Source: an optimization exercise on an open RTL-to-GDS flow (aim: small area, a short achievable clock period and few clock cycles per item). Production flows keep margins and buffers that such runs may drop.
No functional check of the RTL was part of any run shown here.
No activity file was given, so power comes from the tool's default toggle rates.

==> design/flow/design.v <==
module fx_flanger (
    input  wire        clk,
    input  wire        rst,
    input  wire        shift_en,    
    input  wire        blk_end,     
    input  wire        early,       
    input  wire [15:0] x,           
    output wire [15:0] h            
);
    localparam TAPMAX = 22;
    reg  [15:0] hist [0:TAPMAX-1];
    reg  [4:0]  tap;
    reg         dir_up;
    reg  [15:0] hsel;
    integer i;
    always @(*) begin
        hsel = 16'd0;
        for (i = 0; i < TAPMAX; i = i + 1)
            hsel = hsel | ({16{tap == i + 1}} & hist[i]);
    end
    wire fresh = (tap == TAPMAX[4:0]) && !dir_up && early;
    assign h = (tap == 5'd0) ? x : (fresh ? 16'd0 : hsel);
    always @(posedge clk) begin
        if (shift_en) begin
            hist[0] <= x;
            for (i = 1; i < TAPMAX; i = i + 1)
                hist[i] <= hist[i-1];
        end
    end
    always @(posedge clk) begin
        if (rst) begin
            tap    <= TAPMAX[4:0];
            dir_up <= 1'b0;
        end else if (blk_end) begin
            if (!dir_up) begin
                if (tap == 5'd0) begin
                    dir_up <= 1'b1;
                    tap    <= 5'd1;
                end else begin
                    tap    <= tap - 5'd1;
                end
            end else begin
                if (tap == TAPMAX[4:0]) begin
                    dir_up <= 1'b0;
                    tap    <= TAPMAX[4:0] - 5'd1;
                end else begin
                    tap    <= tap + 5'd1;
                end
            end
        end
    end
endmodule
module fx_mul (
    input  wire [15:0] A,
    input  wire [7:0]  one,
    input  wire [7:0]  two,
    input  wire [7:0]  neg,
    input  wire [11:0] inj,
    output wire [31:0] S,
    output wire [31:0] C
);
    wire r0_0 = ((one[0] & A[0]) ^ neg[0]);
    wire r0_1 = (((one[0] & A[1]) | (two[0] & A[0])) ^ neg[0]);
    wire r0_2 = (((one[0] & A[2]) | (two[0] & A[1])) ^ neg[0]);
    wire r0_3 = (((one[0] & A[3]) | (two[0] & A[2])) ^ neg[0]);
    wire r0_4 = (((one[0] & A[4]) | (two[0] & A[3])) ^ neg[0]);
    wire r0_5 = (((one[0] & A[5]) | (two[0] & A[4])) ^ neg[0]);
    wire r0_6 = (((one[0] & A[6]) | (two[0] & A[5])) ^ neg[0]);
    wire r0_7 = (((one[0] & A[7]) | (two[0] & A[6])) ^ neg[0]);
    wire r0_8 = (((one[0] & A[8]) | (two[0] & A[7])) ^ neg[0]);
    wire r0_9 = (((one[0] & A[9]) | (two[0] & A[8])) ^ neg[0]);
    wire r0_10 = (((one[0] & A[10]) | (two[0] & A[9])) ^ neg[0]);
    wire r0_11 = (((one[0] & A[11]) | (two[0] & A[10])) ^ neg[0]);
    wire r0_12 = (((one[0] & A[12]) | (two[0] & A[11])) ^ neg[0]);
    wire r0_13 = (((one[0] & A[13]) | (two[0] & A[12])) ^ neg[0]);
    wire r0_14 = (((one[0] & A[14]) | (two[0] & A[13])) ^ neg[0]);
    wire r0_15 = (((one[0] & A[15]) | (two[0] & A[14])) ^ neg[0]);
    wire r0_16 = (((one[0] & A[15]) | (two[0] & A[15])) ^ neg[0]);
    wire r1_0 = ((one[1] & A[0]) ^ neg[1]);
    wire r1_1 = (((one[1] & A[1]) | (two[1] & A[0])) ^ neg[1]);
    wire r1_2 = (((one[1] & A[2]) | (two[1] & A[1])) ^ neg[1]);
    wire r1_3 = (((one[1] & A[3]) | (two[1] & A[2])) ^ neg[1]);
    wire r1_4 = (((one[1] & A[4]) | (two[1] & A[3])) ^ neg[1]);
    wire r1_5 = (((one[1] & A[5]) | (two[1] & A[4])) ^ neg[1]);
    wire r1_6 = (((one[1] & A[6]) | (two[1] & A[5])) ^ neg[1]);
    wire r1_7 = (((one[1] & A[7]) | (two[1] & A[6])) ^ neg[1]);
    wire r1_8 = (((one[1] & A[8]) | (two[1] & A[7])) ^ neg[1]);
    wire r1_9 = (((one[1] & A[9]) | (two[1] & A[8])) ^ neg[1]);
    wire r1_10 = (((one[1] & A[10]) | (two[1] & A[9])) ^ neg[1]);
    wire r1_11 = (((one[1] & A[11]) | (two[1] & A[10])) ^ neg[1]);
    wire r1_12 = (((one[1] & A[12]) | (two[1] & A[11])) ^ neg[1]);
    wire r1_13 = (((one[1] & A[13]) | (two[1] & A[12])) ^ neg[1]);
    wire r1_14 = (((one[1] & A[14]) | (two[1] & A[13])) ^ neg[1]);
    wire r1_15 = (((one[1] & A[15]) | (two[1] & A[14])) ^ neg[1]);
    wire r1_16 = (((one[1] & A[15]) | (two[1] & A[15])) ^ neg[1]);
    wire r2_0 = ((one[2] & A[0]) ^ neg[2]);
    wire r2_1 = (((one[2] & A[1]) | (two[2] & A[0])) ^ neg[2]);
    wire r2_2 = (((one[2] & A[2]) | (two[2] & A[1])) ^ neg[2]);
    wire r2_3 = (((one[2] & A[3]) | (two[2] & A[2])) ^ neg[2]);
    wire r2_4 = (((one[2] & A[4]) | (two[2] & A[3])) ^ neg[2]);
    wire r2_5 = (((one[2] & A[5]) | (two[2] & A[4])) ^ neg[2]);
    wire r2_6 = (((one[2] & A[6]) | (two[2] & A[5])) ^ neg[2]);
    wire r2_7 = (((one[2] & A[7]) | (two[2] & A[6])) ^ neg[2]);
    wire r2_8 = (((one[2] & A[8]) | (two[2] & A[7])) ^ neg[2]);
    wire r2_9 = (((one[2] & A[9]) | (two[2] & A[8])) ^ neg[2]);
    wire r2_10 = (((one[2] & A[10]) | (two[2] & A[9])) ^ neg[2]);
    wire r2_11 = (((one[2] & A[11]) | (two[2] & A[10])) ^ neg[2]);
    wire r2_12 = (((one[2] & A[12]) | (two[2] & A[11])) ^ neg[2]);
    wire r2_13 = (((one[2] & A[13]) | (two[2] & A[12])) ^ neg[2]);
    wire r2_14 = (((one[2] & A[14]) | (two[2] & A[13])) ^ neg[2]);
    wire r2_15 = (((one[2] & A[15]) | (two[2] & A[14])) ^ neg[2]);
    wire r2_16 = (((one[2] & A[15]) | (two[2] & A[15])) ^ neg[2]);
    wire r3_0 = ((one[3] & A[0]) ^ neg[3]);
    wire r3_1 = (((one[3] & A[1]) | (two[3] & A[0])) ^ neg[3]);
    wire r3_2 = (((one[3] & A[2]) | (two[3] & A[1])) ^ neg[3]);
    wire r3_3 = (((one[3] & A[3]) | (two[3] & A[2])) ^ neg[3]);
    wire r3_4 = (((one[3] & A[4]) | (two[3] & A[3])) ^ neg[3]);
    wire r3_5 = (((one[3] & A[5]) | (two[3] & A[4])) ^ neg[3]);
    wire r3_6 = (((one[3] & A[6]) | (two[3] & A[5])) ^ neg[3]);
    wire r3_7 = (((one[3] & A[7]) | (two[3] & A[6])) ^ neg[3]);
    wire r3_8 = (((one[3] & A[8]) | (two[3] & A[7])) ^ neg[3]);
    wire r3_9 = (((one[3] & A[9]) | (two[3] & A[8])) ^ neg[3]);
    wire r3_10 = (((one[3] & A[10]) | (two[3] & A[9])) ^ neg[3]);
    wire r3_11 = (((one[3] & A[11]) | (two[3] & A[10])) ^ neg[3]);
    wire r3_12 = (((one[3] & A[12]) | (two[3] & A[11])) ^ neg[3]);
    wire r3_13 = (((one[3] & A[13]) | (two[3] & A[12])) ^ neg[3]);
    wire r3_14 = (((one[3] & A[14]) | (two[3] & A[13])) ^ neg[3]);
    wire r3_15 = (((one[3] & A[15]) | (two[3] & A[14])) ^ neg[3]);
    wire r3_16 = (((one[3] & A[15]) | (two[3] & A[15])) ^ neg[3]);
    wire r4_0 = ((one[4] & A[0]) ^ neg[4]);
    wire r4_1 = (((one[4] & A[1]) | (two[4] & A[0])) ^ neg[4]);
    wire r4_2 = (((one[4] & A[2]) | (two[4] & A[1])) ^ neg[4]);
    wire r4_3 = (((one[4] & A[3]) | (two[4] & A[2])) ^ neg[4]);
    wire r4_4 = (((one[4] & A[4]) | (two[4] & A[3])) ^ neg[4]);
    wire r4_5 = (((one[4] & A[5]) | (two[4] & A[4])) ^ neg[4]);
    wire r4_6 = (((one[4] & A[6]) | (two[4] & A[5])) ^ neg[4]);
    wire r4_7 = (((one[4] & A[7]) | (two[4] & A[6])) ^ neg[4]);
    wire r4_8 = (((one[4] & A[8]) | (two[4] & A[7])) ^ neg[4]);
    wire r4_9 = (((one[4] & A[9]) | (two[4] & A[8])) ^ neg[4]);
    wire r4_10 = (((one[4] & A[10]) | (two[4] & A[9])) ^ neg[4]);
    wire r4_11 = (((one[4] & A[11]) | (two[4] & A[10])) ^ neg[4]);
    wire r4_12 = (((one[4] & A[12]) | (two[4] & A[11])) ^ neg[4]);
    wire r4_13 = (((one[4] & A[13]) | (two[4] & A[12])) ^ neg[4]);
    wire r4_14 = (((one[4] & A[14]) | (two[4] & A[13])) ^ neg[4]);
    wire r4_15 = (((one[4] & A[15]) | (two[4] & A[14])) ^ neg[4]);
    wire r4_16 = (((one[4] & A[15]) | (two[4] & A[15])) ^ neg[4]);
    wire r5_0 = ((one[5] & A[0]) ^ neg[5]);
    wire r5_1 = (((one[5] & A[1]) | (two[5] & A[0])) ^ neg[5]);
    wire r5_2 = ((((one[5] & A[2]) | (two[5] & A[1])) ^ neg[5]) | inj[0]);
    wire r5_3 = ((((one[5] & A[3]) | (two[5] & A[2])) ^ neg[5]) | inj[1]);
    wire r5_4 = ((((one[5] & A[4]) | (two[5] & A[3])) ^ neg[5]) | inj[2]);
    wire r5_5 = ((((one[5] & A[5]) | (two[5] & A[4])) ^ neg[5]) | inj[3]);
    wire r5_6 = ((((one[5] & A[6]) | (two[5] & A[5])) ^ neg[5]) | inj[4]);
    wire r5_7 = ((((one[5] & A[7]) | (two[5] & A[6])) ^ neg[5]) | inj[5]);
    wire r5_8 = ((((one[5] & A[8]) | (two[5] & A[7])) ^ neg[5]) | inj[6]);
    wire r5_9 = ((((one[5] & A[9]) | (two[5] & A[8])) ^ neg[5]) | inj[7]);
    wire r5_10 = ((((one[5] & A[10]) | (two[5] & A[9])) ^ neg[5]) | inj[8]);
    wire r5_11 = ((((one[5] & A[11]) | (two[5] & A[10])) ^ neg[5]) | inj[9]);
    wire r5_12 = ((((one[5] & A[12]) | (two[5] & A[11])) ^ neg[5]) | inj[10]);
    wire r5_13 = ((((one[5] & A[13]) | (two[5] & A[12])) ^ neg[5]) | inj[11]);
    wire r5_14 = (((one[5] & A[14]) | (two[5] & A[13])) ^ neg[5]);
    wire r5_15 = (((one[5] & A[15]) | (two[5] & A[14])) ^ neg[5]);
    wire r5_16 = (((one[5] & A[15]) | (two[5] & A[15])) ^ neg[5]);
    wire r6_0 = ((one[6] & A[0]) ^ neg[6]);
    wire r6_1 = (((one[6] & A[1]) | (two[6] & A[0])) ^ neg[6]);
    wire r6_2 = (((one[6] & A[2]) | (two[6] & A[1])) ^ neg[6]);
    wire r6_3 = (((one[6] & A[3]) | (two[6] & A[2])) ^ neg[6]);
    wire r6_4 = (((one[6] & A[4]) | (two[6] & A[3])) ^ neg[6]);
    wire r6_5 = (((one[6] & A[5]) | (two[6] & A[4])) ^ neg[6]);
    wire r6_6 = (((one[6] & A[6]) | (two[6] & A[5])) ^ neg[6]);
    wire r6_7 = (((one[6] & A[7]) | (two[6] & A[6])) ^ neg[6]);
    wire r6_8 = (((one[6] & A[8]) | (two[6] & A[7])) ^ neg[6]);
    wire r6_9 = (((one[6] & A[9]) | (two[6] & A[8])) ^ neg[6]);
    wire r6_10 = (((one[6] & A[10]) | (two[6] & A[9])) ^ neg[6]);
    wire r6_11 = (((one[6] & A[11]) | (two[6] & A[10])) ^ neg[6]);
    wire r6_12 = (((one[6] & A[12]) | (two[6] & A[11])) ^ neg[6]);
    wire r6_13 = (((one[6] & A[13]) | (two[6] & A[12])) ^ neg[6]);
    wire r6_14 = (((one[6] & A[14]) | (two[6] & A[13])) ^ neg[6]);
    wire r6_15 = (((one[6] & A[15]) | (two[6] & A[14])) ^ neg[6]);
    wire r6_16 = (((one[6] & A[15]) | (two[6] & A[15])) ^ neg[6]);
    wire r7_0 = ((one[7] & A[0]) ^ neg[7]);
    wire r7_1 = (((one[7] & A[1]) | (two[7] & A[0])) ^ neg[7]);
    wire r7_2 = (((one[7] & A[2]) | (two[7] & A[1])) ^ neg[7]);
    wire r7_3 = (((one[7] & A[3]) | (two[7] & A[2])) ^ neg[7]);
    wire r7_4 = (((one[7] & A[4]) | (two[7] & A[3])) ^ neg[7]);
    wire r7_5 = (((one[7] & A[5]) | (two[7] & A[4])) ^ neg[7]);
    wire r7_6 = (((one[7] & A[6]) | (two[7] & A[5])) ^ neg[7]);
    wire r7_7 = (((one[7] & A[7]) | (two[7] & A[6])) ^ neg[7]);
    wire r7_8 = (((one[7] & A[8]) | (two[7] & A[7])) ^ neg[7]);
    wire r7_9 = (((one[7] & A[9]) | (two[7] & A[8])) ^ neg[7]);
    wire r7_10 = (((one[7] & A[10]) | (two[7] & A[9])) ^ neg[7]);
    wire r7_11 = (((one[7] & A[11]) | (two[7] & A[10])) ^ neg[7]);
    wire r7_12 = (((one[7] & A[12]) | (two[7] & A[11])) ^ neg[7]);
    wire r7_13 = (((one[7] & A[13]) | (two[7] & A[12])) ^ neg[7]);
    wire r7_14 = (((one[7] & A[14]) | (two[7] & A[13])) ^ neg[7]);
    wire r7_15 = (((one[7] & A[15]) | (two[7] & A[14])) ^ neg[7]);
    wire r7_16 = (((one[7] & A[15]) | (two[7] & A[15])) ^ neg[7]);
    wire s1 = r0_10 ^ r1_8;
    wire c2 = r0_10 & r1_8;
    wire s3 = r0_11 ^ r1_9;
    wire c4 = r0_11 & r1_9;
    wire s5 = r0_12 ^ r1_10 ^ r2_8;
    wire c6 = (r0_12 & r1_10) | (r0_12 & r2_8) | (r1_10 & r2_8);
    wire s7 = r3_6 ^ r4_4;
    wire c8 = r3_6 & r4_4;
    wire s9 = r0_13 ^ r1_11 ^ r2_9;
    wire c10 = (r0_13 & r1_11) | (r0_13 & r2_9) | (r1_11 & r2_9);
    wire s11 = r3_7 ^ r4_5;
    wire c12 = r3_7 & r4_5;
    wire s13 = r0_14 ^ r1_12 ^ r2_10;
    wire c14 = (r0_14 & r1_12) | (r0_14 & r2_10) | (r1_12 & r2_10);
    wire s15 = r3_8 ^ r4_6 ^ r5_4;
    wire c16 = (r3_8 & r4_6) | (r3_8 & r5_4) | (r4_6 & r5_4);
    wire s17 = r6_2 ^ r7_0;
    wire c18 = r6_2 & r7_0;
    wire s19 = r0_15 ^ r1_13 ^ r2_11;
    wire c20 = (r0_15 & r1_13) | (r0_15 & r2_11) | (r1_13 & r2_11);
    wire s21 = r3_9 ^ r4_7 ^ r5_5;
    wire c22 = (r3_9 & r4_7) | (r3_9 & r5_5) | (r4_7 & r5_5);
    wire s23 = r6_3 ^ r7_1;
    wire c24 = r6_3 & r7_1;
    wire s25 = ~r0_16 ^ r1_14 ^ r2_12;
    wire c26 = (~r0_16 & r1_14) | (~r0_16 & r2_12) | (r1_14 & r2_12);
    wire s27 = r3_10 ^ r4_8 ^ r5_6;
    wire c28 = (r3_10 & r4_8) | (r3_10 & r5_6) | (r4_8 & r5_6);
    wire s29 = r6_4 ^ r7_2 ^ 1'b1;
    wire c30 = (r6_4 & r7_2) | (r6_4 & 1'b1) | (r7_2 & 1'b1);
    wire s31 = r1_15 ^ r2_13 ^ r3_11;
    wire c32 = (r1_15 & r2_13) | (r1_15 & r3_11) | (r2_13 & r3_11);
    wire s33 = r4_9 ^ r5_7 ^ r6_5;
    wire c34 = (r4_9 & r5_7) | (r4_9 & r6_5) | (r5_7 & r6_5);
    wire s35 = r7_3 ^ 1'b1;
    wire c36 = r7_3 & 1'b1;
    wire s37 = ~r1_16 ^ r2_14 ^ r3_12;
    wire c38 = (~r1_16 & r2_14) | (~r1_16 & r3_12) | (r2_14 & r3_12);
    wire s39 = r4_10 ^ r5_8 ^ r6_6;
    wire c40 = (r4_10 & r5_8) | (r4_10 & r6_6) | (r5_8 & r6_6);
    wire s41 = r2_15 ^ r3_13 ^ r4_11;
    wire c42 = (r2_15 & r3_13) | (r2_15 & r4_11) | (r3_13 & r4_11);
    wire s43 = r5_9 ^ r6_7;
    wire c44 = r5_9 & r6_7;
    wire s45 = ~r2_16 ^ r3_14 ^ r4_12;
    wire c46 = (~r2_16 & r3_14) | (~r2_16 & r4_12) | (r3_14 & r4_12);
    wire s47 = r3_15 ^ r4_13;
    wire c48 = r3_15 & r4_13;
    wire s49 = r0_6 ^ r1_4;
    wire c50 = r0_6 & r1_4;
    wire s51 = r0_7 ^ r1_5;
    wire c52 = r0_7 & r1_5;
    wire s53 = r0_8 ^ r1_6 ^ r2_4;
    wire c54 = (r0_8 & r1_6) | (r0_8 & r2_4) | (r1_6 & r2_4);
    wire s55 = r3_2 ^ r4_0;
    wire c56 = r3_2 & r4_0;
    wire s57 = r0_9 ^ r1_7 ^ r2_5;
    wire c58 = (r0_9 & r1_7) | (r0_9 & r2_5) | (r1_7 & r2_5);
    wire s59 = r3_3 ^ r4_1;
    wire c60 = r3_3 & r4_1;
    wire s61 = s1 ^ r2_6 ^ r3_4;
    wire c62 = (s1 & r2_6) | (s1 & r3_4) | (r2_6 & r3_4);
    wire s63 = r4_2 ^ r5_0 ^ neg[5];
    wire c64 = (r4_2 & r5_0) | (r4_2 & neg[5]) | (r5_0 & neg[5]);
    wire s65 = s3 ^ r2_7 ^ r3_5;
    wire c66 = (s3 & r2_7) | (s3 & r3_5) | (r2_7 & r3_5);
    wire s67 = r4_3 ^ r5_1 ^ c2;
    wire c68 = (r4_3 & r5_1) | (r4_3 & c2) | (r5_1 & c2);
    wire s69 = s5 ^ s7 ^ r5_2;
    wire c70 = (s5 & s7) | (s5 & r5_2) | (s7 & r5_2);
    wire s71 = r6_0 ^ neg[6] ^ c4;
    wire c72 = (r6_0 & neg[6]) | (r6_0 & c4) | (neg[6] & c4);
    wire s73 = s9 ^ s11 ^ r5_3;
    wire c74 = (s9 & s11) | (s9 & r5_3) | (s11 & r5_3);
    wire s75 = r6_1 ^ c6 ^ c8;
    wire c76 = (r6_1 & c6) | (r6_1 & c8) | (c6 & c8);
    wire s77 = s13 ^ s15 ^ s17;
    wire c78 = (s13 & s15) | (s13 & s17) | (s15 & s17);
    wire s79 = neg[7] ^ c10 ^ c12;
    wire c80 = (neg[7] & c10) | (neg[7] & c12) | (c10 & c12);
    wire s81 = s19 ^ s21 ^ s23;
    wire c82 = (s19 & s21) | (s19 & s23) | (s21 & s23);
    wire s83 = c14 ^ c16 ^ c18;
    wire c84 = (c14 & c16) | (c14 & c18) | (c16 & c18);
    wire s85 = s25 ^ s27 ^ s29;
    wire c86 = (s25 & s27) | (s25 & s29) | (s27 & s29);
    wire s87 = c20 ^ c22 ^ c24;
    wire c88 = (c20 & c22) | (c20 & c24) | (c22 & c24);
    wire s89 = s31 ^ s33 ^ s35;
    wire c90 = (s31 & s33) | (s31 & s35) | (s33 & s35);
    wire s91 = c26 ^ c28 ^ c30;
    wire c92 = (c26 & c28) | (c26 & c30) | (c28 & c30);
    wire s93 = s37 ^ s39 ^ r7_4;
    wire c94 = (s37 & s39) | (s37 & r7_4) | (s39 & r7_4);
    wire s95 = c32 ^ c34 ^ c36;
    wire c96 = (c32 & c34) | (c32 & c36) | (c34 & c36);
    wire s97 = s41 ^ s43 ^ r7_5;
    wire c98 = (s41 & s43) | (s41 & r7_5) | (s43 & r7_5);
    wire s99 = 1'b1 ^ c38 ^ c40;
    wire c100 = (1'b1 & c38) | (1'b1 & c40) | (c38 & c40);
    wire s101 = s45 ^ r5_10 ^ r6_8;
    wire c102 = (s45 & r5_10) | (s45 & r6_8) | (r5_10 & r6_8);
    wire s103 = r7_6 ^ c42 ^ c44;
    wire c104 = (r7_6 & c42) | (r7_6 & c44) | (c42 & c44);
    wire s105 = s47 ^ r5_11 ^ r6_9;
    wire c106 = (s47 & r5_11) | (s47 & r6_9) | (r5_11 & r6_9);
    wire s107 = r7_7 ^ 1'b1 ^ c46;
    wire c108 = (r7_7 & 1'b1) | (r7_7 & c46) | (1'b1 & c46);
    wire s109 = ~r3_16 ^ r4_14 ^ r5_12;
    wire c110 = (~r3_16 & r4_14) | (~r3_16 & r5_12) | (r4_14 & r5_12);
    wire s111 = r6_10 ^ r7_8 ^ c48;
    wire c112 = (r6_10 & r7_8) | (r6_10 & c48) | (r7_8 & c48);
    wire s113 = r4_15 ^ r5_13 ^ r6_11;
    wire c114 = (r4_15 & r5_13) | (r4_15 & r6_11) | (r5_13 & r6_11);
    wire s115 = r7_9 ^ 1'b1;
    wire c116 = r7_9 & 1'b1;
    wire s117 = ~r4_16 ^ r5_14 ^ r6_12;
    wire c118 = (~r4_16 & r5_14) | (~r4_16 & r6_12) | (r5_14 & r6_12);
    wire s119 = r5_15 ^ r6_13;
    wire c120 = r5_15 & r6_13;
    wire s121 = r0_4 ^ r1_2;
    wire c122 = r0_4 & r1_2;
    wire s123 = r0_5 ^ r1_3;
    wire c124 = r0_5 & r1_3;
    wire s125 = s49 ^ r2_2 ^ r3_0;
    wire c126 = (s49 & r2_2) | (s49 & r3_0) | (r2_2 & r3_0);
    wire s127 = s51 ^ r2_3 ^ r3_1;
    wire c128 = (s51 & r2_3) | (s51 & r3_1) | (r2_3 & r3_1);
    wire s129 = s53 ^ s55 ^ neg[4];
    wire c130 = (s53 & s55) | (s53 & neg[4]) | (s55 & neg[4]);
    wire s131 = s57 ^ s59 ^ c54;
    wire c132 = (s57 & s59) | (s57 & c54) | (s59 & c54);
    wire s133 = s61 ^ s63 ^ c58;
    wire c134 = (s61 & s63) | (s61 & c58) | (s63 & c58);
    wire s135 = s65 ^ s67 ^ c62;
    wire c136 = (s65 & s67) | (s65 & c62) | (s67 & c62);
    wire s137 = s69 ^ s71 ^ c66;
    wire c138 = (s69 & s71) | (s69 & c66) | (s71 & c66);
    wire s139 = s73 ^ s75 ^ c70;
    wire c140 = (s73 & s75) | (s73 & c70) | (s75 & c70);
    wire s141 = s77 ^ s79 ^ c74;
    wire c142 = (s77 & s79) | (s77 & c74) | (s79 & c74);
    wire s143 = s81 ^ s83 ^ c78;
    wire c144 = (s81 & s83) | (s81 & c78) | (s83 & c78);
    wire s145 = s85 ^ s87 ^ c82;
    wire c146 = (s85 & s87) | (s85 & c82) | (s87 & c82);
    wire s147 = s89 ^ s91 ^ c86;
    wire c148 = (s89 & s91) | (s89 & c86) | (s91 & c86);
    wire s149 = s93 ^ s95 ^ c90;
    wire c150 = (s93 & s95) | (s93 & c90) | (s95 & c90);
    wire s151 = s97 ^ s99 ^ c94;
    wire c152 = (s97 & s99) | (s97 & c94) | (s99 & c94);
    wire s153 = s101 ^ s103 ^ c98;
    wire c154 = (s101 & s103) | (s101 & c98) | (s103 & c98);
    wire s155 = s105 ^ s107 ^ c102;
    wire c156 = (s105 & s107) | (s105 & c102) | (s107 & c102);
    wire s157 = s109 ^ s111 ^ c106;
    wire c158 = (s109 & s111) | (s109 & c106) | (s111 & c106);
    wire s159 = s113 ^ s115 ^ c110;
    wire c160 = (s113 & s115) | (s113 & c110) | (s115 & c110);
    wire s161 = s117 ^ r7_10 ^ c114;
    wire c162 = (s117 & r7_10) | (s117 & c114) | (r7_10 & c114);
    wire s163 = s119 ^ r7_11 ^ 1'b1;
    wire c164 = (s119 & r7_11) | (s119 & 1'b1) | (r7_11 & 1'b1);
    wire s165 = ~r5_16 ^ r6_14 ^ r7_12;
    wire c166 = (~r5_16 & r6_14) | (~r5_16 & r7_12) | (r6_14 & r7_12);
    wire s167 = r6_15 ^ r7_13;
    wire c168 = r6_15 & r7_13;
    wire s169 = r0_2 ^ r1_0;
    wire c170 = r0_2 & r1_0;
    wire s171 = r0_3 ^ r1_1;
    wire c172 = r0_3 & r1_1;
    wire s173 = s121 ^ r2_0 ^ neg[2];
    wire c174 = (s121 & r2_0) | (s121 & neg[2]) | (r2_0 & neg[2]);
    wire s175 = s123 ^ r2_1 ^ c122;
    wire c176 = (s123 & r2_1) | (s123 & c122) | (r2_1 & c122);
    wire s177 = s125 ^ neg[3] ^ c124;
    wire c178 = (s125 & neg[3]) | (s125 & c124) | (neg[3] & c124);
    wire s179 = s127 ^ c50 ^ c126;
    wire c180 = (s127 & c50) | (s127 & c126) | (c50 & c126);
    wire s181 = s129 ^ c52 ^ c128;
    wire c182 = (s129 & c52) | (s129 & c128) | (c52 & c128);
    wire s183 = s131 ^ c56 ^ c130;
    wire c184 = (s131 & c56) | (s131 & c130) | (c56 & c130);
    wire s185 = s133 ^ c60 ^ c132;
    wire c186 = (s133 & c60) | (s133 & c132) | (c60 & c132);
    wire s187 = s135 ^ c64 ^ c134;
    wire c188 = (s135 & c64) | (s135 & c134) | (c64 & c134);
    wire s189 = s137 ^ c68 ^ c136;
    wire c190 = (s137 & c68) | (s137 & c136) | (c68 & c136);
    wire s191 = s139 ^ c72 ^ c138;
    wire c192 = (s139 & c72) | (s139 & c138) | (c72 & c138);
    wire s193 = s141 ^ c76 ^ c140;
    wire c194 = (s141 & c76) | (s141 & c140) | (c76 & c140);
    wire s195 = s143 ^ c80 ^ c142;
    wire c196 = (s143 & c80) | (s143 & c142) | (c80 & c142);
    wire s197 = s145 ^ c84 ^ c144;
    wire c198 = (s145 & c84) | (s145 & c144) | (c84 & c144);
    wire s199 = s147 ^ c88 ^ c146;
    wire c200 = (s147 & c88) | (s147 & c146) | (c88 & c146);
    wire s201 = s149 ^ c92 ^ c148;
    wire c202 = (s149 & c92) | (s149 & c148) | (c92 & c148);
    wire s203 = s151 ^ c96 ^ c150;
    wire c204 = (s151 & c96) | (s151 & c150) | (c96 & c150);
    wire s205 = s153 ^ c100 ^ c152;
    wire c206 = (s153 & c100) | (s153 & c152) | (c100 & c152);
    wire s207 = s155 ^ c104 ^ c154;
    wire c208 = (s155 & c104) | (s155 & c154) | (c104 & c154);
    wire s209 = s157 ^ c108 ^ c156;
    wire c210 = (s157 & c108) | (s157 & c156) | (c108 & c156);
    wire s211 = s159 ^ c112 ^ c158;
    wire c212 = (s159 & c112) | (s159 & c158) | (c112 & c158);
    wire s213 = s161 ^ c116 ^ c160;
    wire c214 = (s161 & c116) | (s161 & c160) | (c116 & c160);
    wire s215 = s163 ^ c118 ^ c162;
    wire c216 = (s163 & c118) | (s163 & c162) | (c118 & c162);
    wire s217 = s165 ^ c120 ^ c164;
    wire c218 = (s165 & c120) | (s165 & c164) | (c120 & c164);
    wire s219 = s167 ^ 1'b1 ^ c166;
    wire c220 = (s167 & 1'b1) | (s167 & c166) | (1'b1 & c166);
    wire s221 = ~r6_16 ^ r7_14 ^ c168;
    wire c222 = (~r6_16 & r7_14) | (~r6_16 & c168) | (r7_14 & c168);
    wire s223 = r7_15 ^ 1'b1;
    wire c224 = r7_15 & 1'b1;
    assign S = {1'b1, ~r7_16, s223, s221, s219, s217, s215, s213, s211, s209, s207, s205, s203, s201, s199, s197, s195, s193, s191, s189, s187, s185, s183, s181, s179, s177, s175, s173, s171, s169, r0_1, r0_0};
    assign C = {1'b0, c224, c222, c220, c218, c216, c214, c212, c210, c208, c206, c204, c202, c200, c198, c196, c194, c192, c190, c188, c186, c184, c182, c180, c178, c176, c174, c172, c170, neg[1], 1'b0, neg[0]};
endmodule
module fx_crush_bias (
    input  wire        en,
    input  wire        sign,
    input  wire [3:0]  le,
    output wire [11:0] inj
);
    wire [4:0] ge = {1'b1, le};               
    wire [4:0] eq = ge & ~{ge[3:0], 1'b0};    
    assign inj[11] = en & (sign ? 1'b0  : eq[0]);
    assign inj[10] = en & (sign ? ge[0] : eq[1]);
    assign inj[9]  = en & (sign ? ge[1] : eq[2]);
    assign inj[8]  = en & (sign ? ge[2] : eq[3]);
    assign inj[7]  = en & (sign ? ge[3] : eq[4]);
    assign inj[6:0] = {7{en & sign}};
endmodule
module fx_crush_mask (
    input  wire        en,
    input  wire [3:0]  le,
    input  wire [31:0] p,
    output wire [31:0] y
);
    assign y[19:0]  = p[19:0] & {20{!en}};
    assign y[20]    = p[20] & !(en & le[3]);     
    assign y[21]    = p[21] & !(en & le[2]);
    assign y[22]    = p[22] & !(en & le[1]);
    assign y[23]    = p[23] & !(en & le[0]);
    assign y[31:24] = p[31:24];
endmodule
module flanger_sweep_state_machine #(
    parameter N = 32,              
    parameter L = 24               
) (
    input  wire        clk,
    input  wire        rst,
    input  wire        key_valid,
    input  wire [7:0]  key_char,
    input  wire        btn,
    input  wire        in_valid,
    output wire        in_ready,
    input  wire [15:0] mic,
    input  wire [15:0] gen,
    output reg         out_valid,
    input  wire        out_ready,
    output reg  [31:0] out_data,
    output reg         out_last,
    output reg         out_ev_valid,
    output reg         out_ev_kind,    
    output reg  [7:0]  out_ev_arg,
    output wire [15:0] gen_freq
);
    localparam [2:0] MIN_DEPTH = 3'd1;
    localparam [2:0] MAX_DEPTH = 3'd5;
    localparam [1:0] M_NONE  = 2'd0;
    localparam [1:0] M_FLAN  = 2'd1;
    localparam [1:0] M_RING  = 2'd2;
    localparam [1:0] M_CRUSH = 2'd3;
    reg  [1:0] mode;
    reg        src_sel;
    reg  [2:0] depth;
    reg        key_pend;
    reg  [7:0] key_q;
    reg        btn_pend;
    localparam CW = $clog2(N);
    localparam [CW-1:0] LAST_BEAT = N - 1;
    reg  [CW-1:0] cnt;               
    reg        sk_valid;             
    wire       rdy = !sk_valid;      
    reg        in_ready_q;           
    assign in_ready = in_ready_q;
    wire acc   = in_valid && rdy;
    wire first = (cnt == 0);
    wire last  = (cnt == LAST_BEAT);
    wire k_n     = (key_q == 8'h6E);
    wire k_f     = (key_q == 8'h66);
    wire k_r     = (key_q == 8'h72);
    wire k_b     = (key_q == 8'h62);
    wire k_plus  = (key_q == 8'h2B);
    wire k_minus = (key_q == 8'h2D);
    wire k_mode  = k_n | k_f | k_r | k_b;
    wire k_unrec = !(k_mode | k_plus | k_minus);
    reg [1:0] key_mode;
    always @(*) begin
        case (1'b1)
            k_f:     key_mode = M_FLAN;
            k_r:     key_mode = M_RING;
            k_b:     key_mode = M_CRUSH;
            default: key_mode = M_NONE;
        endcase
    end
    reg [2:0] new_depth;
    always @(*) begin
        new_depth = depth;
        if (key_pend && k_plus && depth < MAX_DEPTH)
            new_depth = depth + 3'd1;
        if (key_pend && k_minus && depth > MIN_DEPTH)
            new_depth = depth - 3'd1;
    end
    wire [1:0] new_mode = (key_pend && k_mode) ? key_mode : mode;
    wire       new_src  = src_sel ^ btn_pend;
    wire [1:0] cur_mode  = first ? new_mode  : mode;
    wire       cur_src   = first ? new_src   : src_sel;
    wire [2:0] cur_depth = first ? new_depth : depth;
    always @(posedge clk) begin
        if (rst) begin
            mode     <= M_NONE;
            src_sel  <= 1'b0;
            depth    <= MIN_DEPTH;
            key_pend <= 1'b0;
            btn_pend <= 1'b0;
            cnt      <= 0;
        end else begin
            if (acc) begin
                cnt <= last ? 0 : cnt + 1'b1;
                if (first) begin
                    mode    <= new_mode;
                    src_sel <= new_src;
                    depth   <= new_depth;
                end
            end
            if (key_valid)
                key_pend <= 1'b1;
            else if (acc && first)
                key_pend <= 1'b0;
            if (btn)
                btn_pend <= 1'b1;
            else if (acc && first)
                btn_pend <= 1'b0;
        end
    end
    always @(posedge clk) begin
        if (key_valid)
            key_q <= key_char;
    end
    always @(posedge clk) begin
        if (acc && first) begin
            out_ev_valid <= key_pend && !(k_plus || k_minus);
            out_ev_kind  <= k_unrec;
            out_ev_arg   <= k_unrec ? key_q : {6'd0, key_mode};
        end
    end
    wire [15:0] s = cur_src ? gen : mic;
    wire is_flan  = (cur_mode == M_FLAN);
    wire is_ring  = (cur_mode == M_RING);
    wire is_crush = (cur_mode == M_CRUSH);
    wire [15:0] h;
    fx_flanger u_flan (
        .clk      (clk),
        .rst      (rst),
        .shift_en (acc && is_flan),
        .blk_end  (acc && last && is_flan),
        .early    (cnt < 5'd22),
        .x        (s),
        .h        (h)
    );
    localparam [7:0] F_LO = 8'd75, F_HI = 8'd175, F_D = 8'd6;
    reg  [7:0] f8;
    reg        f_up;
    wire [7:0] f_upv = f8 + F_D;
    wire [7:0] f_dnv = f8 - F_D;
    always @(posedge clk) begin
        if (rst) begin
            f8   <= F_LO;
            f_up <= 1'b1;
        end else if (acc && last && is_ring) begin
            if (f_up) begin
                if (f_upv > F_HI) begin
                    f8   <= F_HI;
                    f_up <= 1'b0;
                end else begin
                    f8   <= f_upv;
                end
            end else begin
                if (f8 < F_LO + F_D) begin
                    f8   <= F_LO;
                    f_up <= 1'b1;
                end else begin
                    f8   <= f_dnv;
                end
            end
        end
    end
    assign gen_freq = {5'd0, f8, 3'd0};
    wire [15:0] a_in = is_ring ? mic : (is_flan ? h : s);
    reg  [7:0]  one_in, two_in, neg_in;
    wire [16:0] ge = {gen, 1'b0};
    integer j;
    always @(*) begin
        for (j = 0; j < 8; j = j + 1) begin
            if (is_ring) begin
                one_in[j] = ge[2*j+1] ^ ge[2*j];
                two_in[j] = (ge[2*j+2] & ~ge[2*j+1] & ~ge[2*j]) |
                            (~ge[2*j+2] & ge[2*j+1] & ge[2*j]);
                neg_in[j] = ge[2*j+2] & ~(ge[2*j+1] & ge[2*j]);
            end else begin
                one_in[j] = (j == 6);
                two_in[j] = (j == 5) && is_flan;
                neg_in[j] = (j == 5) && is_flan;
            end
        end
    end
    reg        v1, l1, c1;
    reg [3:0]  d1;                   
    reg [15:0] a1;
    reg [7:0]  one1, two1, neg1;
    always @(posedge clk) begin
        if (rst)
            v1 <= 1'b0;
        else if (rdy)
            v1 <= in_valid;
        if (rdy) begin
            l1   <= last;
            c1   <= is_crush;
            d1   <= {cur_depth <= 3'd4, cur_depth <= 3'd3,
                     cur_depth <= 3'd2, cur_depth <= 3'd1};
            a1   <= a_in;
            one1 <= one_in;
            two1 <= two_in;
            neg1 <= neg_in;
        end
    end
    wire [11:0] inj;
    fx_crush_bias u_bias (.en(c1), .sign(a1[15]), .le(d1), .inj(inj));
    wire [31:0] ps, pc;
    fx_mul u_mul (
        .A(a1), .one(one1), .two(two1), .neg(neg1), .inj(inj),
        .S(ps), .C(pc)
    );
    reg        v2, l2, c2;
    reg [3:0]  d2;
    reg [31:0] s2, k2;
    always @(posedge clk) begin
        if (rst)
            v2 <= 1'b0;
        else if (rdy)
            v2 <= v1;
        if (rdy) begin
            l2 <= l1;
            c2 <= c1;
            d2 <= d1;
            s2 <= ps;
            k2 <= pc;
        end
    end
    wire [31:0] prod = s2 + k2;
    wire [31:0] y;
    fx_crush_mask u_mask (.en(c2), .le(d2), .p(prod), .y(y));
    reg [31:0] sk_data;
    reg        sk_last;
    always @(posedge clk) begin
        if (rst) begin
            out_valid  <= 1'b0;
            sk_valid   <= 1'b0;
            in_ready_q <= 1'b1;
        end else if (!out_valid || out_ready) begin
            out_valid  <= sk_valid || v2;
            sk_valid   <= 1'b0;
            in_ready_q <= 1'b1;
        end else if (v2 && !sk_valid) begin
            sk_valid   <= 1'b1;
            in_ready_q <= 1'b0;
        end
    end
    always @(posedge clk) begin
        if (!out_valid || out_ready) begin
            out_data <= sk_valid ? sk_data : y;
            out_last <= sk_valid ? sk_last : l2;
        end
        if (!sk_valid) begin
            sk_data <= y;
            sk_last <= l2;
        end
    end
endmodule
==> design/flow/run.sh <==
#!/bin/bash
# synth_recipe.tcl (not shown) runs the flow's synth.tcl, then flattens the netlist and writes it again
# the make line also repeats each setting of config.mk as NAME=value (left out here)
make -C /OpenROAD-flow-scripts/flow DESIGN_CONFIG=/design/flow/config.mk WORK_HOME=/design/flow/orfs CLKGATE_MAP_FILE= SYNTH_SCRIPT=/design/flow/synth_recipe.tcl finish
==> design/flow/config.mk <==
export PLATFORM = sky130hd
export DESIGN_NAME = flanger_sweep_state_machine
export DESIGN_NICKNAME = flanger_sweep_state_machine
export VERILOG_FILES = /design/flow/design.v
export SDC_FILE = /design/flow/constraint.sdc
export NUM_CORES = 4
export LEC_CHECK = 0
export CAP_MARGIN = 20
export CORE_MARGIN = 2
export CORE_UTILIZATION = 40
export SLEW_MARGIN = 20
==> design/flow/constraint.sdc <==
create_clock -name core_clock -period 8.0 [get_ports {clk}]
set_input_delay 1.6000 -clock core_clock [delete_from_list [all_inputs] [get_ports {clk}]]
set_output_delay 1.6000 -clock core_clock [all_outputs]
set_load 0.01 [all_outputs]
==> metrics.md, run 1 <==
| Metric | Value |
|---|---|
| CP Launch Type | flop |
| Fillers | 6272 |
| WHS Endpoint | l2 |
| Root Buffer | clkbuf_16 |
| Cell variety after synth | 79 |
| # rows | 97 |
| Boundary Pins | 107 |
| Most frequent CP cell | fa_1 |
| Worst-Margin Slew | 1.20 ns |
| Routability cong. | 0.879 |
| Full die area | 0.0727 mm² |
| Top cell type's share of synthesized area | 54.9% |
| Final ANT Viol Nets | 0 |
| Worst-case vdd ir drop | 0.122 mV |
| Number of synthesis warnings | 3 |
| FF-to-FF setup slack | 3.92 ns |
| Synth Area per Inst | 13.2 µm² |
| Final HPWL DP | 42.4 mm |
| First-pass GRT wire length | 105 mm |
| Final min period | 4.08 ns |
| Path depth of the worst reg2reg path | 8 |
| DRC viols | 0 |
| Total Routing Usage GR | 18.2% |
| Critical Path Sink Type | flop |
| Slowest cell on crit path | edfxtp_1 |
| Slew HR | 19.6% |
| Logic pwr share | 10.0% |
| Total core area | 0.0699 mm² |
| Worst reg2reg startpoint | a1[15] |
| Die height | 270 µm |
| Via count | 17900 |
| Ratio of cells with drive above 1 in the final layout | 8.09% |
| Asr flop ratio synth | 0% |
| Worst path top cell family by delay | adder cells |
| Clock power share | 40.7% |
| Seq/Total Area, Yosys | 59.6% |
| Switching share of power | 23.8% |
| FF+latch area | 0.0168 mm² |
| EDFF count, synth | 516 |
| Sequential fraction of design power | 49.4% |
| Largest net degree at the start of global routing | 139 |
| Initial Util | 40.4% |
| Dpl ws | 3.71 ns |
| Fin. Hold Viols | 0 |
| Largest cells by area after synthesis | edfxtp_1 (55%), a22oi_1 (6.3%), fa_1 (5.9%), dfxtp_1 (4.7%), ha_1 (3.3%) |
| Area growth syn-to-layout | 14.0% |
| Critical path class | reg -> reg |
| CP Data Required Time | 8.34 ns |
| Post-synth top area cell | edfxtp_1 |
| Int Pwr | 0.00558 W |
| Worst Skew | 0.0353 ns |
| Initial antenna violation count | 4 |
| Critical-path cell list | inv_1, nor2_1, nor2_1, fa_1, inv_1, fa_1, fa_1, fa_1 |
| Count of pins over their slew limit | 0 |
| Overflow after GRT | 0 |
| RSZ-0062 raised after global routing | no |
| H-tree levels | 3 |
| Placed insts | 3047 |
| Fin cells | 3166 |
| HP Start | l1 |
| CTS Buf Count | 66 |
| Data arrival time of the critical path | 4.43 ns |
| Final nets | 2380 |
| # setup viols final | 0 |
| Clock Path Buffers | 3 |
| Post-Syn Instances | 2139 |
| Maxcap violations | 0 |
| Wl on met1 | 28.6 mm |
| Mapped Area | 0.0282 mm² |
| Vias per cell | 5.66 |
| Uppermost layer routed | met5 |
| Vias in the first global route | 17700 |
| DRT iter0 DRCs | 1877 |
| Setup TNS | 0 ns |
| Met3 Routed Length | 4.97 mm |
| Total net switching power | 0.00174 W |
| Chip Width | 270 µm |
| Worst R2R End | s2[17] |
| Final WS setup | 3.92 ns |
| Footprint of the multi-input gates | 0.0104 mm² |
| Setup bufs post-CTS | 0 |
| Hold_buf cts | 0 |
| Pwr Density | 227 mW/mm² |
| Clock Latency Late Sink | 0.62 ns |
| Routed met2 length | 31.9 mm |
| Achievable Freq | 0.245 GHz |
| CP bufs+invs | 2 |
| Clock sink total | 582 |
| DRT Pass-1 Iters | 5 |
| Status | complete, no violations |
| CTS tree | done |
| CTS-repair resized insts | 0 |
| Synth Flop Type | edfxtp_1 |
| Classification of the worst-slack hold path | reg -> reg |
| Highest cell delay on the worst timing path | 0.83 ns |
| Leakage | 11.4 nW |
| WL/cell | 21.3 µm |
| Fin crit share | 51.0% |
| Synth Register Bits | 582 |
| Worst-path clk slew | 0.06 ns |
| DRT Wirelength | 67.5 mm |
| Hold path cells | 0 |
| Crit Path Max Fanout | 23 |
| Port buffer count | 98 |
-- cells by family (layout without fill, tap and decap cells) --
kind of cell | count (synthesis) | after routing | share of synthesized area (%)
other | 1 | 9 | 0.0133
buffers and inverters | 289 | 368 | 4.05
adder cells (fa/ha/maj) | 158 | 158 | 9.21
multiplexers | 22 | 22 | 0.869
AND/OR/NAND/NOR | 385 | 385 | 7.38
XOR/XNOR | 166 | 166 | 5.15
AO/OA/AOI/OAI | 536 | 536 | 13.8
flip-flops | 582 | 582 | 59.6
-- final cells by class --
class	count	area share, %
inverters	124	1.46
diodes	1	0.00777
clock inverters	35	1.19
well taps	940	3.65
repair buffers	127	3.82
clock buffers	82	5.44
flip-flops and latches	582	52.2
multi-input cells	1275	32.2
-- per-stage QoR --
step	power, W	area [µm²]	utilization (%)	hold slack [ns]
global placement	0.00439	30000	42.9	0.402
CTS	0.00740	32200	46.0	0.420
global route	0.00762	32200	46.1	0.427
detailed placement	0.00441	30000	43.0	0.407
finish	0.00732	32200	46.1	0.420
floorplan	0.00412	28300	-	0.400
-- per-layer routing --
metal  GRT usage (%)  vias to the layer above
met2            29.3                      738
met1            24.4                     8905
met3            3.87                      139
met4            6.73                        2
li1                -                     8140
met5               0                        -
-- worst max-delay path by stage --
| stage | start | endpoint | slack (ns) | cells after the start |
|---|---|---|---|---|
| 2_1_floorplan | sk_valid | u_flan.hist[0][0] | 0.19 | 3 |
| 4_1_cts | a1[15] | s2[17] | 3.88 | 8 |
| 5_1_grt | a1[15] | s2[17] | 3.71 | 8 |
| 3_5_place_dp | in_valid | u_flan.hist[1][0] | 3.71 | 5 |
| 3_3_place_gp | in_valid | u_flan.hist[10][11] | 3.36 | 4 |
| 6_report | a1[15] | s2[17] | 3.92 | 8 |
-- Yosys cell counts (7+ instances only) --
cell / number
buf_2: 16
nor2b_1: 9
mux2_2: 20
a21o_1: 16
a21oi_1: 63
buf_4: 8
a211oi_1: 12
nand4_1: 12
inv_1: 123
nor3_1: 38
and3_1: 15
nand3b_1: 12
xor2_1: 65
nand3_1: 50
o21ai_0: 55
clkbuf_1: 137
a22o_1: 29
a211o_1: 7
edfxtp_1: 516
a31oi_1: 26
a222oi_1: 32
dfxtp_1: 66
nor2_1: 77
fa_1: 83
ha_1: 75
a221oi_1: 10
nor3b_1: 12
xnor2_1: 101
and2_1: 17
nand2b_1: 8
or3_1: 20
nand2_1: 80
a22oi_1: 238
-- registers in the layout, summed over array words and instances (netlist names), 3 cells and up --
register / count
u_flan.hist: 352
neg1: 8
sk_data: 32
f8: 8
one1: 8
out_ev_arg: 8
a1: 16
d2: 4
cnt: 5
s2: 31
d1: 4
k2: 30
depth: 3
key_q: 8
two1: 8
out_data: 32
u_flan.tap: 5
-- layout by cell type (no fill, tap or decap), types with 7 or more instances in the layout --
cell type,Yosys,final
a211oi_1,12,11
nor3_1,38,37
and2_1,17,17
buf_4,8,26
a221oi_1,10,10
clkdlybuf4s50_1,0,98
fa_1,83,83
a31oi_1,26,26
nand2_1,80,80
mux2_2,20,20
ha_1,75,75
clkinv_1,0,12
nor3b_1,12,12
or3_1,20,20
a21oi_1,63,63
xnor2_1,101,101
nand3_1,50,50
inv_1,123,122
xor2_1,65,64
a222oi_1,32,32
clkbuf_1,137,13
o21ai_0,55,55
edfxtp_1,516,516
nand2b_1,8,7
clkinv_2,0,8
dfxtp_1,66,65
nor2b_1,9,8
nand3b_1,12,12
a211o_1,7,7
clkbuf_16,0,67
conb_1,1,8
nor2_1,77,75
nand4_1,12,12
a21o_1,16,16
a22oi_1,238,238
a22o_1,29,29
and3_1,15,15
-- power groups by stage --
| stage | Clock (W) | Sequential, W | Combinational [W] |
|---|---|---|---|
| 2_1_floorplan | 0 | 0.00362 | 0.000500 |
| 3_3_place_gp | 0 | 0.00367 | 0.000716 |
| 3_5_place_dp | 0 | 0.00368 | 0.000734 |
| 4_1_cts | 0.00304 | 0.00362 | 0.000737 |
| 5_1_grt | 0.00316 | 0.00363 | 0.000823 |
| 6_report | 0.00298 | 0.00361 | 0.000729 |
==> inputs of run 2 (changes only) <==
--- a/design/flow/config.mk
+++ b/design/flow/config.mk
@@ -10,2 +10,3 @@
 export CORE_UTILIZATION = 40
+export SETUP_SLACK_MARGIN = 5
 export SLEW_MARGIN = 20
==> metrics.md, run 2 <==
| Metric | Value |
|---|---|
| Status | complete, no violations |
| Fin. Hold Viols | 0 (unchanged) |
| Largest regs | u_flan.hist x352, out_data x32, sk_data x32 |
| Largest reg by FF count | u_flan.hist |
| Clock Latency Late Sink | 0.62 ns (about the same) |
| Total core area | 0.0699 mm² (unchanged) |
| Worst reg2reg startpoint | a1[7] |
| Cell variety after synth | 79 (unchanged) |
| Area growth syn-to-layout | 21.7% |
| Critical Path Sink Type | flop |
| Root Buffer | clkbuf_16 |
| Hold_buf cts | 0 (unchanged) |
| Data arrival time of the critical path | 3.70 ns (-0.73 ns) |
| Placed insts | 3051 (+0.13%) |
| Synth Register Bits | 582 (unchanged) |
| Setup TNS | 0 ns (unchanged) |
| Synth Area per Inst | 13.2 µm² (unchanged) |
| Pwr Density | 222 mW/mm² (-2.3%) |
| Maxcap violations | 0 (unchanged) |
| Critical path class | reg -> reg |
| Largest net degree at the start of global routing | 111 (-20%) |
| Chip Width | 270 µm (unchanged) |
| Total Routing Usage GR | 19.6% (+1.3 points) |
| Post-Syn Instances | 2139 (unchanged) |
| Final WS setup | 4.65 ns (+0.732 ns) |
| Post-synthesis mux area share | 0.869% (unchanged) |
| Initial antenna violation count | 3 (-1) |
| Number of synthesis warnings | 3 (unchanged) |
| Ratio of cells with drive above 1 in the final layout | 19.3% (+11 points) |
| Final HPWL DP | 43.2 mm (+1.9%) |
| H-tree levels | 3 (unchanged) |
| CTS tree | done |
| Final min period | 3.35 ns (-0.732 ns) |
| Port buffer count | 98 (unchanged) |
| Most frequent cells in the layout | edfxtp_1 (516), a22oi_1 (184), buf_4 (116) |
| Worst Skew | 0.0252 ns (-0.0100 ns) |
| Dpl ws | 3.44 ns (-0.268 ns) |
| EDFF count, synth | 516 (unchanged) |
| Worst R2R End | s2[18] |
| Vias per cell | 5.69 (+0.50%) |
| Most common cell after layout, fill and taps aside | edfxtp_1 |
| DRT iter0 DRCs | 2071 (+10%) |
| DRC viols | 0 (unchanged) |
| Slew HR | 22.3% (+2.6 points) |
| Leakage | 12.5 nW (+9.0%) |
| Post-synthesis compound-gate area fraction | 13.8% (unchanged) |
| CP Data Required Time | 8.34 ns (about the same) |
| Initial Util | 40.4% (unchanged) |
| Fin cells | 3305 (+4.4%) |
| Boundary Pins | 107 (unchanged) |
| Full die area | 0.0727 mm² (unchanged) |
| CTS Buf Count | 66 (unchanged) |
| Worst Setup EP | s2[18] |
| Synth Area in XOR/XNOR | 5.15% (unchanged) |
| DRT Wirelength | 72.8 mm (+7.8%) |
| Overflow after GRT | 0 (unchanged) |
| Routability cong. | 0.879 (about the same) |
| Achievable Freq | 0.298 GHz (+22%) |
| # rows | 97 (unchanged) |
| Post-Synth Simple-Gate Area | 7.38% (unchanged) |
| Top cell type's share of synthesized area | 54.9% (unchanged) |
| RSZ-0062 raised after global routing | yes |
| WL/cell | 22.0 µm (+3.2%) |
| First-pass GRT wire length | 111 mm (+6.3%) |
| Vias in the first global route | 18700 (+5.2%) |
| Worst-Margin Slew | 1.16 ns (-0.0420 ns) |
| Util after Layout | 49.1% (+3.1 points) |
| Seq/Total Area, Yosys | 59.6% (unchanged) |
| # setup viols final | 0 (unchanged) |
| Worst-case vdd ir drop | 0.156 mV (+27%) |
| Path depth of the worst reg2reg path | 10 (+2) |
| Synth Flop Type | edfxtp_1 |
| CP Launch Type | flop |
| Asr flop ratio synth | 0% (unchanged) |
| CP startpoint | a1[7] |
| DRT Pass-1 Iters | 8 (+3) |
| Final nets | 2514 (+5.6%) |
| Final ANT Viol Nets | 0 (unchanged) |
| Clock Path Buffers | 3 (unchanged) |
| Classification of the worst-slack hold path | reg -> reg |
| Most repeated cell in the gate-level netlist after synthesis | edfxtp_1 |
| Synth top cells by count | edfxtp_1 (516), a22oi_1 (238), clkbuf_1 (137), inv_1 (123), xnor2_1 (101) |
| FF-to-FF setup slack | 4.65 ns (+0.73 ns) |
| Worst-path clk slew | 0.07 ns (about the same) |
| Mapped Area | 0.0282 mm² (unchanged) |
| Crit Path Max Fanout | 10 (-57%) |
| Adder-cell area share of the yosys netlist | 9.21% (unchanged) |
| Die height | 270 µm (unchanged) |
| Post-synth top area cell | edfxtp_1 |
| Count of pins over their slew limit | 0 (unchanged) |
| Largest cells by area after synthesis | edfxtp_1 (55%), a22oi_1 (6.3%), fa_1 (5.9%), dfxtp_1 (4.7%), ha_1 (3.3%) |
| Max FFs per register | 352 (unchanged) |
| Via count | 18800 (+4.9%) |
| Main combinational cell family by area after synthesis | compound AO/OA/AOI/OAI gates |
| Clock sink total | 582 (unchanged) |
| Fin crit share | 41.9% (-9.2 points) |
## run 2: cell counts after synthesis
No cell type changed its count.
## run 2: cell families (layout without fill, tap and decap cells)
kind of cell | count (synthesis) | count (layout)
flip-flops | 582 | 582
AO/OA/AOI/OAI | 536 | 536
AND/OR/NAND/NOR | 385 | 387
buffers and inverters | 289 | 503
XOR/XNOR | 166 | 166
adder cells (fa/ha/maj) | 158 | 158
multiplexers | 22 | 22
other | 1 | 11
## run 2: cell type report
| type | instances | area (µm²) |
|---|---|---|
| Timing Repair Buffer | 259 | 2580 |
| Inverter | 124 | 469 |
| Clock inverter | 39 | 574 |
| Antenna cell | 3 | 7.51 |
| Fill cell | 6009 | 35500 |
| Clock buffer | 81 | 1720 |
| Tap cell | 940 | 1180 |
| Multi-Input combinational cell | 1277 | 11000 |
| Sequential cell | 582 | 16800 |
## run 2: power breakdown
| group | leakage, nW | internal [W] | switching, W |
|---|---|---|---|
| Combinational | 5.83 | 0.000405 | 0.000483 |
| Clock | 1.11 | 0.00191 | 0.00127 |
| Sequential | 5.53 | 0.00349 | 0.0000788 |
| Total | 12.5 | 0.00580 | 0.00183 |
## run 2: worst max-delay path: stages (launching register included)
cell      delay [ns]
edfxtp_1        0.42
buf_12          0.18
a22oi_2         0.15
xor2_1          0.18
o21ai_2         0.10
fa_1            0.50
inv_1           0.05
fa_1            0.49
inv_1           0.05
fa_2            0.53
fa_2            0.42
## run 2: stage by stage
| step | hold slack [ns] | cell area (µm²) | power [W] |
|---|---|---|---|
| finish | 0.439 | 34400 | 0.00763 |
| global placement | 0.409 | 30300 | 0.00441 |
| detailed placement | 0.435 | 30300 | 0.00442 |
| CTS | 0.433 | 34000 | 0.00767 |
| global route | 0.452 | 34400 | 0.00792 |
| floorplan | 0.400 | 29000 | 0.00416 |
## run 2: what timing repair did
item	CTS	global route
pin swaps	43	42
setup endpoints to repair	434	248
resized for setup	126	57
hold endpoints to repair	0	0
gates cloned	3	1
setup buffers	112	15
## run 2: worst min path at each step
| stage | to | depth (start not counted) | slack [ns] | start |
|---|---|---|---|---|
| after floorplan | l2 | 0 | 0.40 | l1 |
| after global placement | l2 | 0 | 0.41 | l1 |
| after detailed placement | u_flan.hist[9][0] | 0 | 0.43 | u_flan.hist[8][0] |
| after CTS | u_flan.hist[5][11] | 0 | 0.43 | u_flan.hist[4][11] |
| after global routing | u_flan.hist[2][3] | 0 | 0.45 | u_flan.hist[1][3] |
| final | u_flan.hist[5][11] | 0 | 0.44 | u_flan.hist[4][11] |
## run 2: metal layers
metal,share of wire (%),global-route usage [%],vias to the layer above
met5,0,0,-
met4,4.0,8.19,0
met3,6.9,3.62,191
met2,48,32.5,849
met1,41,25.3,9337
li1,-,-,8427
==> inputs of run 3 (changes only) <==
--- a/design/flow/config.mk
+++ b/design/flow/config.mk
@@ -7,2 +7,3 @@
 export LEC_CHECK = 0
+export ABC_AREA = 1
 export CAP_MARGIN = 20
==> metrics.md, run 3 <==
| Metric | Value |
|---|---|
| Critical path class | reg -> reg |
| Number of synthesis warnings | 3 (unchanged) |
| Classification of the worst-slack hold path | reg -> reg |
| Clock Latency Late Sink | 0.68 ns (+0.06 ns) |
| Top cell type's share of synthesized area | 51.9% (-3.0 points) |
| RSZ-0062 raised after global routing | yes |
| Total Routing Usage GR | 20.5% (+0.93 points) |
| H-tree levels | 2 (-1) |
| Critical-path cell list | clkinvlp_4, o22ai_2, buf_4, a21oi_2, fa_1, inv_2, fa_1, fa_1, fa_2 |
| CTS tree | done |
| Met3 Use GR | 4.77% (+1.2 points) |
| Area growth syn-to-layout | 18.5% |
| Cell variety after synth | 58 (-27%) |
| Ant. Diodes | 0 (-3) |
| CP Launch Type | flop |
| Dpl ws | 3.55 ns (+0.102 ns) |
| Largest net degree at the start of global routing | 123 (+11%) |
| Setup TNS | 0 ns (unchanged) |
| Most frequent cells in the layout | nand2_1 (809), edfxtp_1 (516), inv_1 (272) |
| Seq/Total Area, Yosys | 56.3% (-3.3 points) |
| Post-Syn Instances | 2960 (+38%) |
| Port buffer count | 98 (unchanged) |
| DRT Wirelength | 81.2 mm (+12%) |
| Status | complete, no violations |
| Worst-Margin Slew | 1.06 ns (-0.101 ns) |
| WL/cell | 19.5 µm (-12%) |
| Mapped Area | 0.0299 mm² (+5.8%) |
| Maxcap violations | 0 (unchanged) |
| Highest cell delay on the worst timing path | 0.58 ns (+0.05 ns) |
| Max FFs per register | 352 (unchanged) |
| Largest reg by FF count | u_flan.hist |
| Post-synth top area cell | edfxtp_1 |
| Initial Util | 40.3% (-0.13 points) |
| Critical Path Sink Type | flop |
| Final HPWL DP | 51.9 mm (+20%) |
| Most common cell after layout, fill and taps aside | nand2_1 |
| Achievable Freq | 0.294 GHz (-1.4%) |
| Fin cells | 4170 (+26%) |
| Fin crit share | 42.5% (+0.59 points) |
| CP Data Required Time | 8.40 ns (+0.06 ns) |
| Global Route met2 Usage | 30.8% (-1.7 points) |
| DRT Pass-1 Iters | 5 (-3) |
| Clock sink total | 582 (unchanged) |
| Total net switching power | 0.00271 W (+48%) |
| Data arrival time of the critical path | 3.79 ns (+0.09 ns) |
| DRC viols | 0 (unchanged) |
| Util after Layout | 47.7% (-1.5 points) |
| Most frequent CP cell | fa_1 |
| GRT busiest layer | met2 |
| Worst Skew | 0.0760 ns (+0.0507 ns) |
| Slowest cell on crit path | fa_1 |
| CP startpoint | a1[5] |
| Int Pwr | 0.00619 W (+6.6%) |
| Leakage | 14.7 nW (+18%) |
| Clock power share | 31.9% (-9.8 points) |
| Routability cong. | 0.882 (+0.35%) |
| Ratio of cells with drive above 1 in the final layout | 13.0% (-6.3 points) |
| CTS Buf Count | 61 (-7.6%) |
| Worst reg2reg startpoint | a1[5] |
| Most repeated cell in the gate-level netlist after synthesis | nand2_1 |
| Sequential fraction of design power | 42.9% (-3.8 points) |
| Via count | 21700 (+16%) |
| First-pass GRT wire length | 121 mm (+8.9%) |
| Chip Width | 277 µm (+2.8%) |
| Root Buffer | clkbuf_16 |
| Total core area | 0.0742 mm² (+6.1%) |
| Asr flop ratio synth | 0% (unchanged) |
| Clock Path Buffers | 3 (unchanged) |
| FF-to-FF setup slack | 4.60 ns (-0.05 ns) |
| Path depth of the worst reg2reg path | 9 (-1) |
| Switching share of power | 30.5% (+6.5 points) |
| Slew HR | 29.0% (+6.7 points) |
| Synth Flop Type | edfxtp_1 |
| Pwr Density | 252 mW/mm² (+13%) |
| Worst-case vdd ir drop | 0.213 mV (+37%) |
| Largest cells by area after synthesis | edfxtp_1 (52%), nand2_1 (10%), fa_1 (5.6%), dfxtp_1 (4.4%), xor2_1 (4.0%) |
| Hold_buf cts | 0 (unchanged) |
| Synth Register Bits | 582 (unchanged) |
| Worst R2R End | s2[17] |
| # setup viols final | 0 (unchanged) |
| Full die area | 0.0769 mm² (+5.7%) |
| Largest regs | u_flan.hist x352, out_data x32, sk_data x32 |
| Boundary Pins | 107 (unchanged) |
| Final WS setup | 4.60 ns (-0.0469 ns) |
| Final nets | 3352 (+33%) |
| Overflow after GRT | 0 (unchanged) |
| HP Start | u_flan.hist[17][11] |
| Initial antenna violation count | 6 (+3) |
| Count of pins over their slew limit | 0 (unchanged) |
| Synth top cells by count | nand2_1 (813), edfxtp_1 (516), inv_1 (319), nor2_1 (236), nand3_1 (157) |
| Fin. Hold Viols | 0 (unchanged) |
| Die height | 277 µm (+2.8%) |
| Synth Area per Inst | 10.1 µm² (-24%) |
| DRT iter0 DRCs | 2131 (+2.9%) |
| Final ANT Viol Nets | 0 (unchanged) |
| Vias per cell | 5.21 (-8.4%) |
| Logic pwr share | 25.2% (+14 points) |
| Final min period | 3.40 ns (+0.0469 ns) |
| Vias in the first global route | 20300 (+9.0%) |
| Worst Setup EP | s2[17] |
| EDFF count, synth | 516 (unchanged) |
| Met1 Use GR | 29.2% (+4.0 points) |
| Worst-path clk slew | 0.07 ns (about the same) |
| # rows | 100 (+3.1%) |
| Crit Path Max Fanout | 7 (-3) |
| Fin Hold WS | 0.441 ns (+0.00156 ns) |
| Placed insts | 3944 (+29%) |
-- run 3: area by class of cell --
type,count,area (µm²)
Multi-Input combinational cell,1944,11800
Inverter,339,1430
Timing Repair inverter,3,21.3
Timing Repair Buffer,217,2070
Tap cell,969,1210
Fill cell,6790,38800
Clock buffer,82,1690
Sequential cell,582,16800
Clock inverter,34,335
-- run 3: critical path, delay by kind of cell (launching register included) --
family,cells,cell delay [ns]
AO/OA/AOI/OAI,2,0.35
adder cells (fa/ha/maj),4,1.96
buffers and inverters,3,0.43
flip-flops,1,0.37
-- run 3: logic make-up (layout without fill, tap and decap cells) --
kind of cell	Yosys count	count (layout)	share of synthesized area, %
multiplexers	1	1	0.0377
XOR/XNOR	141	141	4.16
adder cells (fa/ha/maj)	158	158	8.70
AND/OR/NAND/NOR	1307	1307	18.4
other	1	8	0.0126
buffers and inverters	441	675	6.00
AO/OA/AOI/OAI	329	329	6.38
flip-flops	582	582	56.3
-- run 3: how the worst min path moves through the flow --
stage	endpoint	slack [ns]	cells after the start
after global routing	u_flan.hist[4][7]	0.45	0
after global placement	u_flan.hist[20][14]	0.43	0
after floorplan	l2	0.40	0
after detailed placement	u_flan.hist[21][4]	0.43	0
after CTS	u_flan.hist[2][2]	0.44	0
final	u_flan.hist[18][11]	0.44	0
-- run 3: power by group through the flow --
stage | combinational (W) | sequential (W) | clock [W]
4_1_cts | 0.00218 | 0.00382 | 0.00289
5_1_grt | 0.00252 | 0.00384 | 0.00301
3_5_place_dp | 0.00210 | 0.00388 | 0
2_1_floorplan | 0.00139 | 0.00388 | 0
6_report | 0.00225 | 0.00382 | 0.00284
3_3_place_gp | 0.00206 | 0.00388 | 0
-- run 3: layer usage --
layer / vias to the layer above / part of all wire [%]
li1: 10200 / -
met1: 10500 / 45
met2: 848 / 43
met3: 170 / 8.5
met4: 12 / 3.3
met5: - / 0.097
-- run 3: metrics by stage --
step / instance area [µm²] / power (W)
finish: 35400 / 0.00890
global route: 35400 / 0.00937
CTS: 34900 / 0.00888
detailed placement: 31900 / 0.00598
global placement: 31900 / 0.00594
floorplan: 30300 / 0.00527
-- run 3: timing repair --
action	4_1_cts	5_1_grt
setup buffers	80	24
cloned	4	2
pin swaps	26	19
endpoints found under the hold margin	0	0
gates resized for setup	158	55
setup endpoints to repair	322	206

## separate check: timing with driven ports
The results above use ideal ports. As a check the final layouts listed here were re-extracted and re-timed, cells and wires unchanged. Step 1 (the two cells are an assumption about what drives the block):
set clk [get_ports {clk}]
set_driving_cell -lib_cell sky130_fd_sc_hd__clkbuf_16 $clk
set_driving_cell -lib_cell sky130_fd_sc_hd__buf_2 [delete_from_list [all_inputs] $clk]
Step 2 moves the port delays by t, midway between the first and last clock arrival at a register: inputs arrive t later, outputs are due t later. That takes back most of the time a late clock gives input paths. Slacks: ideal / step 1 / step 2; pairs: ideal / step 1.
| run | shift t [ns] | setup slack, ns | worst setup path after step 2 | pins driven straight from the clock port |
|---|---|---|---|---|
| run 1 | 0.670 | 3.918 / 3.918 / 3.687 | input to register | 1 |
| run 2 | 0.671 | 4.650 / 4.650 / 4.418 | input to register | 1 |
| run 3 | 0.701 | 4.603 / 4.603 / 4.354 | input to register | 1 |
After both steps every run listed still meets setup and hold. The setup slack of run 3, which loses most, moves by 0.000 ns with the drivers and by -0.249 ns with both steps.
